Background: an optimization exercise with open tools, aiming at small area, a short achievable clock period and few clock cycles per item. Do not read the settings as production practice.
At most, simulation tests tie the RTL to the original design; equivalence was not proved.
No activity file was given, so power comes from the tool's default toggle rates.

// tcp_engine
module tcp_engine #(
    parameter N = 8                        
) (
    input  wire        clk,
    input  wire        rst,
    input  wire        cmd_valid,
    output wire        cmd_ready,
    input  wire [1:0]  cmd_op,             
    input  wire [31:0] cmd_local_addr,
    input  wire [31:0] cmd_remote_addr,
    input  wire [15:0] cmd_local_port,
    input  wire [15:0] cmd_remote_port,
    input  wire [3:0]  cmd_flags,          
    input  wire [31:0] cmd_seq,
    input  wire [31:0] cmd_ackno,
    input  wire [31:0] cmd_iss,
    output reg         rsp_valid,
    input  wire        rsp_ready,
    output reg  [3:0]  rsp_status,
    output reg         rsp_created,
    output reg  [3:0]  rsp_state,
    output reg  [31:0] rsp_seq,
    output reg  [31:0] rsp_ackno,
    output reg         tx_valid,
    input  wire        tx_ready,
    output reg  [31:0] tx_data,
    output reg         tx_last
);
    localparam CW = $clog2(N + 1);
    localparam OP_GOC = 2'd0, OP_SEG = 2'd1, OP_CLOSE = 2'd2, OP_TIMEOUT = 2'd3;
    localparam ST_OK        = 4'h0, ST_OK_REPLY  = 4'h1, ST_NOMATCH = 4'h2,
               ST_VIOLATION = 4'h3, ST_TABLE_FULL = 4'h7;
  ...
Size in the first run: ~5200 cells after synthesis, about 310 I/O pins.
Settings: LEC_CHECK=0, CAP_MARGIN=20, CORE_MARGIN=2, CORE_UTILIZATION=40, PLACE_DENSITY=0.6, SLEW_MARGIN=20; clock period 14.0 ns.
run.sh (not shown) runs the stock make flow with config.mk's settings and CLKGATE_MAP_FILE= SYNTH_SCRIPT=/design/flow/synth_recipe.tcl, a recipe that flattens the netlist after the stock synthesis.
The first run ran to the end with no violations.
Then changed:
==> flow/flow/run.sh (new file) <==
#!/bin/bash
# Standard ORFS layout, with repair_timing aiming well below the clock period.
set -uo pipefail
bash standard.sh SETUP_SLACK_MARGIN=${MARGIN:-9.5} finish > make_finish.log 2>&1
==> flow/standard.sh (new file) <==
#!/bin/bash
# synth_recipe.tcl (not shown) runs the flow's synth.tcl, then flattens the netlist and writes it again
# the make line also repeats each setting of config.mk as NAME=value (left out here)
make -C /OpenROAD-flow-scripts/flow DESIGN_CONFIG=/design/flow/config.mk WORK_HOME=/design/flow/orfs CLKGATE_MAP_FILE= SYNTH_SCRIPT=/design/flow/synth_recipe.tcl "${@:-finish}"
removed: flow/run.sh
Design area rose by 5.4%.
Register-to-register slack is better by 1900 ps.
First-iteration DRC count went up by 5.8%.
Via count went up by 4.0%.
Routed wire length climbs by 6.7%.
Clock power falls by about 0.8%.
Total power grows by 0.63%.
Non-clock buffer count increases by 305.
Count of clock-buffer cells in the layout went up by 20.
Hold slack barely changes.
Cell count rises by 3.7%.
No functional check of the RTL was part of any run of this note.

* * *

Another version of the RTL of tcp_engine (not shown whole).
Size: ~7000 cells after synthesis, ~310 I/O pins, roughly 86000 um^2 of cells after synthesis.
## tcp_engine
module tcp_engine #(
    parameter N = 8                        
) (
    input  wire        clk,
    input  wire        rst,
    input  wire        cmd_valid,
    output reg         cmd_ready,
    input  wire [1:0]  cmd_op,             
    input  wire [31:0] cmd_local_addr,
    input  wire [31:0] cmd_remote_addr,
    input  wire [15:0] cmd_local_port,
    input  wire [15:0] cmd_remote_port,
    input  wire [3:0]  cmd_flags,          
    input  wire [31:0] cmd_seq,
    input  wire [31:0] cmd_ackno,
    input  wire [31:0] cmd_iss,
    output reg         rsp_valid,
    input  wire        rsp_ready,
    output reg  [3:0]  rsp_status,
    output reg         rsp_created,
    output reg  [3:0]  rsp_state,
    output reg  [31:0] rsp_seq,
    output reg  [31:0] rsp_ackno,
    output reg         tx_valid,
    input  wire        tx_ready,
    output reg  [31:0] tx_data,
    output reg         tx_last
);
export LEC_CHECK = 0
export ABC_AREA = 1
export CAP_MARGIN = 20
export CORE_MARGIN = 2
export CORE_UTILIZATION = 65
export CTS_CLUSTER_DIAMETER = 100
export CTS_CLUSTER_SIZE = 20
export PLACE_DENSITY = 0.8
export SLEW_MARGIN = 20
create_clock -name core_clock -period 14.0 [get_ports {clk}]
standard.sh (not shown) runs the stock make flow with config.mk's settings and CLKGATE_MAP_FILE= SYNTH_SCRIPT=/design/flow/synth_recipe.tcl, a recipe that flattens the netlist after the stock synthesis.
==> flow/flow/run.sh <==
#!/bin/bash
# The standard ORFS layout (the standard.sh, unchanged synthesis), with
# repair_timing aiming well below the clock period so that the layout is
# optimised for speed, and plain buf_1 cells as the port buffers. Make's full
# output goes to make_finish.log (each tool's own log is under orfs/logs/).
set -uo pipefail
bash standard.sh SETUP_SLACK_MARGIN=9.9 \
  "BUFFER_PORTS_ARGS=-buffer_cell sky130_fd_sc_hd__buf_1" finish > make_finish.log 2>&1
The starting point produced a clean layout.
Testbench counts at the start, summed over its fixed seeds: cycles 13,962, items 4,800.
Next try:
CORE_UTILIZATION = 60   (was 65)
PLACE_DENSITY = 0.75   (was 0.8)
Outcome:
- power is about the same
- non-clock buffer count fell by 13
- setup slack improved by 0.040 ns
- hold slack improved by 0.022 ns
- synthesized area stays the same
- final cell count grows by 1.5%
- sequential cell count does not change
- global-route usage decreases by 3.0 points
Next try:
ABC_AREA = unset   (was 1)
What happened:
- clock skew is higher by 0.016 ns
- die area climbs by 0.48%
- hold slack degrades by 0.016 ns
- global-route usage decreases by 2.1 points
- synthesized cell count drops by 16%
- setup slack got worse by 0.016 ns
- via count came out lower by 7.0%
- area after synthesis is higher by 0.49%
- power shrinks by 18%
- cell count went down by 13%

* * *

job 101:
tcp_engine, a different RTL version from the one above (not shown whole).
Size in the first run: about 5800 cells after synthesis, ~2000 flip-flops, roughly 310 I/O pins, ~85000 µm² of cells after synthesis.
export LEC_CHECK = 0
export CAP_MARGIN = 20
export CORE_MARGIN = 2
export CORE_UTILIZATION = 60
export CTS_CLUSTER_DIAMETER = 100
export CTS_CLUSTER_SIZE = 20
export PLACE_DENSITY = 0.75
export SLEW_MARGIN = 20
create_clock -name core_clock -period 14.0 [get_ports {clk}]
==> flow/flow/run.sh <==
#!/bin/bash
# The standard ORFS layout (the standard.sh, unchanged synthesis), with
# repair_timing aiming well below the clock period so that the layout is
# optimised for speed, and plain buf_1 cells as the port buffers. Make's full
# output goes to make_finish.log (each tool's own log is under orfs/logs/).
set -uo pipefail
bash standard.sh SETUP_SLACK_MARGIN=9.7 \
  "BUFFER_PORTS_ARGS=-buffer_cell sky130_fd_sc_hd__buf_1" finish > make_finish.log 2>&1
Testbench counts of job 101, summed over its fixed seeds: cycles 13,962, items 4,800.
--- input diff job 101..job 102 ---
- CORE_UTILIZATION: 60 -> 45
- PLACE_DENSITY: 0.75 -> 0.6
### Flow results
Against job 101, post-route cell area in job 102 rose slightly. Comparing relative contribution of the clock network to total power for job 102 and job 101, the smaller number came from job 101. Global-route usage over all layers down 7.8 points in job 102 wrt job 101. Job 102: ratio of final minimum period to clock period is 1.2 points higher than what job 101 reported. Job 102 vs job 101, achievable frequency went down by about 3.5%. Job 102: final wirelength is 16000 µm higher than what job 101 reported.

* * *

tcp_engine, a different RTL version from the one above (not shown whole).
Size: roughly 5200 cells after synthesis, roughly 1800 flip-flops.
==> flow/config.mk <==
export PLATFORM = sky130hd
export DESIGN_NAME = tcp_engine
export DESIGN_NICKNAME = tcp_engine
export VERILOG_FILES = /design/flow/design.v
export SDC_FILE = /design/flow/constraint.sdc
export NUM_CORES = 4
export LEC_CHECK = 0
export CAP_MARGIN = 20
export CORE_MARGIN = 2
export CORE_UTILIZATION = 40
export PLACE_DENSITY = 0.6
export SLEW_MARGIN = 20
==> flow/constraint.sdc <==
create_clock -name core_clock -period 14.0 [get_ports {clk}]
set_input_delay 2.8000 -clock core_clock [delete_from_list [all_inputs] [get_ports {clk}]]
set_output_delay 2.8000 -clock core_clock [all_outputs]
set_load 0.01 [all_outputs]
==> flow/flow/run.sh <==
#!/bin/bash
# Standard ORFS layout, with repair_timing aiming well below the clock period.
set -uo pipefail
bash standard.sh SETUP_SLACK_MARGIN=${MARGIN:-9.5} finish > make_finish.log 2>&1
Then changed:
==> flow/run.sh (new file) <==
#!/bin/bash
# synth_recipe.tcl (not shown) runs the flow's synth.tcl, then flattens the netlist and writes it again
# the make line also repeats each setting of config.mk as NAME=value (left out here)
make -C /OpenROAD-flow-scripts/flow DESIGN_CONFIG=/design/flow/config.mk WORK_HOME=/design/flow/orfs CLKGATE_MAP_FILE= SYNTH_SCRIPT=/design/flow/synth_recipe.tcl finish
removed: flow/flow/run.sh
removed: flow/standard.sh
Sequential power stays flat.
Flip-flop and latch count is unchanged.
Area after synthesis stays the same.
Worst setup slack degrades by 2900 ps.
No run of this note included a check of the RTL's function; only the layout flow was run.

* * *

tcp_engine, a different RTL version from the one above (not shown whole).
Size: about 5,800 cells after synthesis, about 310 I/O pins.
==> flow/config.mk <==
export PLATFORM = sky130hd
export DESIGN_NAME = tcp_engine
export DESIGN_NICKNAME = tcp_engine
export VERILOG_FILES = /design/flow/design.v
export SDC_FILE = /design/flow/constraint.sdc
export NUM_CORES = 4
export LEC_CHECK = 0
export CAP_MARGIN = 20
export CORE_MARGIN = 2
export CORE_UTILIZATION = 60
export CTS_CLUSTER_DIAMETER = 100
export CTS_CLUSTER_SIZE = 20
export PLACE_DENSITY = 0.75
export SLEW_MARGIN = 20
==> flow/constraint.sdc <==
create_clock -name core_clock -period 14.0 [get_ports {clk}]
set_input_delay 2.8000 -clock core_clock [delete_from_list [all_inputs] [get_ports {clk}]]
set_output_delay 2.8000 -clock core_clock [all_outputs]
set_load 0.01 [all_outputs]
==> flow/flow/run.sh <==
#!/bin/bash
# The standard ORFS layout (the standard.sh, unchanged synthesis), with
# repair_timing aiming well below the clock period so that the layout is
# optimised for speed, and plain buf_1 cells as the port buffers. Make's full
# output goes to make_finish.log (each tool's own log is under orfs/logs/).
set -uo pipefail
bash standard.sh SETUP_SLACK_MARGIN=10.1 \
  "BUFFER_PORTS_ARGS=-buffer_cell sky130_fd_sc_hd__buf_1" finish > make_finish.log 2>&1
The starting point finished with timing, DRC and antenna clean.
Testbench counts at the start, summed over its fixed seeds: cycles 13,962, items 4,800.
Then changed:
--- a/flow/flow/run.sh
+++ b/flow/flow/run.sh
@@ -7 +7 @@
-bash standard.sh SETUP_SLACK_MARGIN=10.1 \
+bash standard.sh SETUP_SLACK_MARGIN=9.9 \
Effect: Count of clock-buffer cells in the layout rose by 9; routed wire length goes down by 1.4%; setup slack gets worse by 0.095 ns; final cell count falls by 0.85%; first-iteration DRC count goes down by 5.3%; design area came out lower by 1.9%; maximum frequency decreases by 2.1%; area after synthesis stays the same; sequential cell count stays the same; power shrinks by 2.1%; via count fell by 1.2%.

port drivers added, routing unchanged:
No port has a modelled driver above. Below, the same layouts with a new extraction and two added sets of constraints.
Step 1 sets driving cells, clkbuf_16 on the clock port and buf_2 on the other inputs (assumed; they add their load-dependent delay and slew).
Step 2 times the ports against the registers' clock, not the clock port: input delays grow and output delays shrink by t, the midpoint of the rising clock arrivals with the driver on.
Slacks: ideal / step 1 / step 2; pairs: ideal / step 1.
| run | t, ns | slack for setup (ns) | latest minus earliest clock arrival (ns) | slew at the worst register clock pin (ns) | pins driven straight from the clock port |
|---|---|---|---|---|---|
| the first run of note 1 | 0.927 | 6.776 / 6.776 / 6.776 | 0.060 / 0.060 | 0.07 / 0.07 | 1 |
| the second run of note 1 | 0.933 | 8.705 / 8.705 / 8.705 | 0.067 / 0.067 | 0.07 / 0.07 | 1 |
| the first run of note 2 | 0.881 | 9.551 / 9.551 / 8.921 | 0.044 / 0.044 | 0.10 / 0.10 | 1 |
| the second run of note 2 | 0.869 | 9.591 / 9.503 / 8.875 | 0.032 / 0.033 | 0.10 / 0.10 | 1 |
| the third run of note 2 | 0.861 | 9.575 / 9.487 / 9.005 | 0.045 / 0.045 | 0.10 / 0.10 | 1 |
| job 101 | 0.853 | 9.516 / 9.516 / 8.932 | 0.059 / 0.059 | 0.10 / 0.10 | 1 |
| job 102 | 0.895 | 9.354 / 9.354 / 8.905 | 0.054 / 0.053 | 0.10 / 0.10 | 1 |
| the first run of note 4 | 0.920 | 8.701 / 8.701 / 8.694 | 0.089 / 0.089 | 0.07 / 0.07 | 1 |
| the second run of note 4 | 0.926 | 5.816 / 5.816 / 5.816 | 0.085 / 0.085 | 0.07 / 0.07 | 1 |
| the first run of note 5 | 0.881 | 9.649 / 9.578 / 9.040 | 0.051 / 0.052 | 0.10 / 0.10 | 1 |
| the second run of note 5 | 0.861 | 9.554 / 9.554 / 8.974 | 0.051 / 0.051 | 0.10 / 0.10 | 1 |
After both steps setup and hold are still met in every run listed. For the second run of note 2, which loses most, drivers alone change the setup slack by -0.088 ns; drivers and shift together by -0.716 ns.
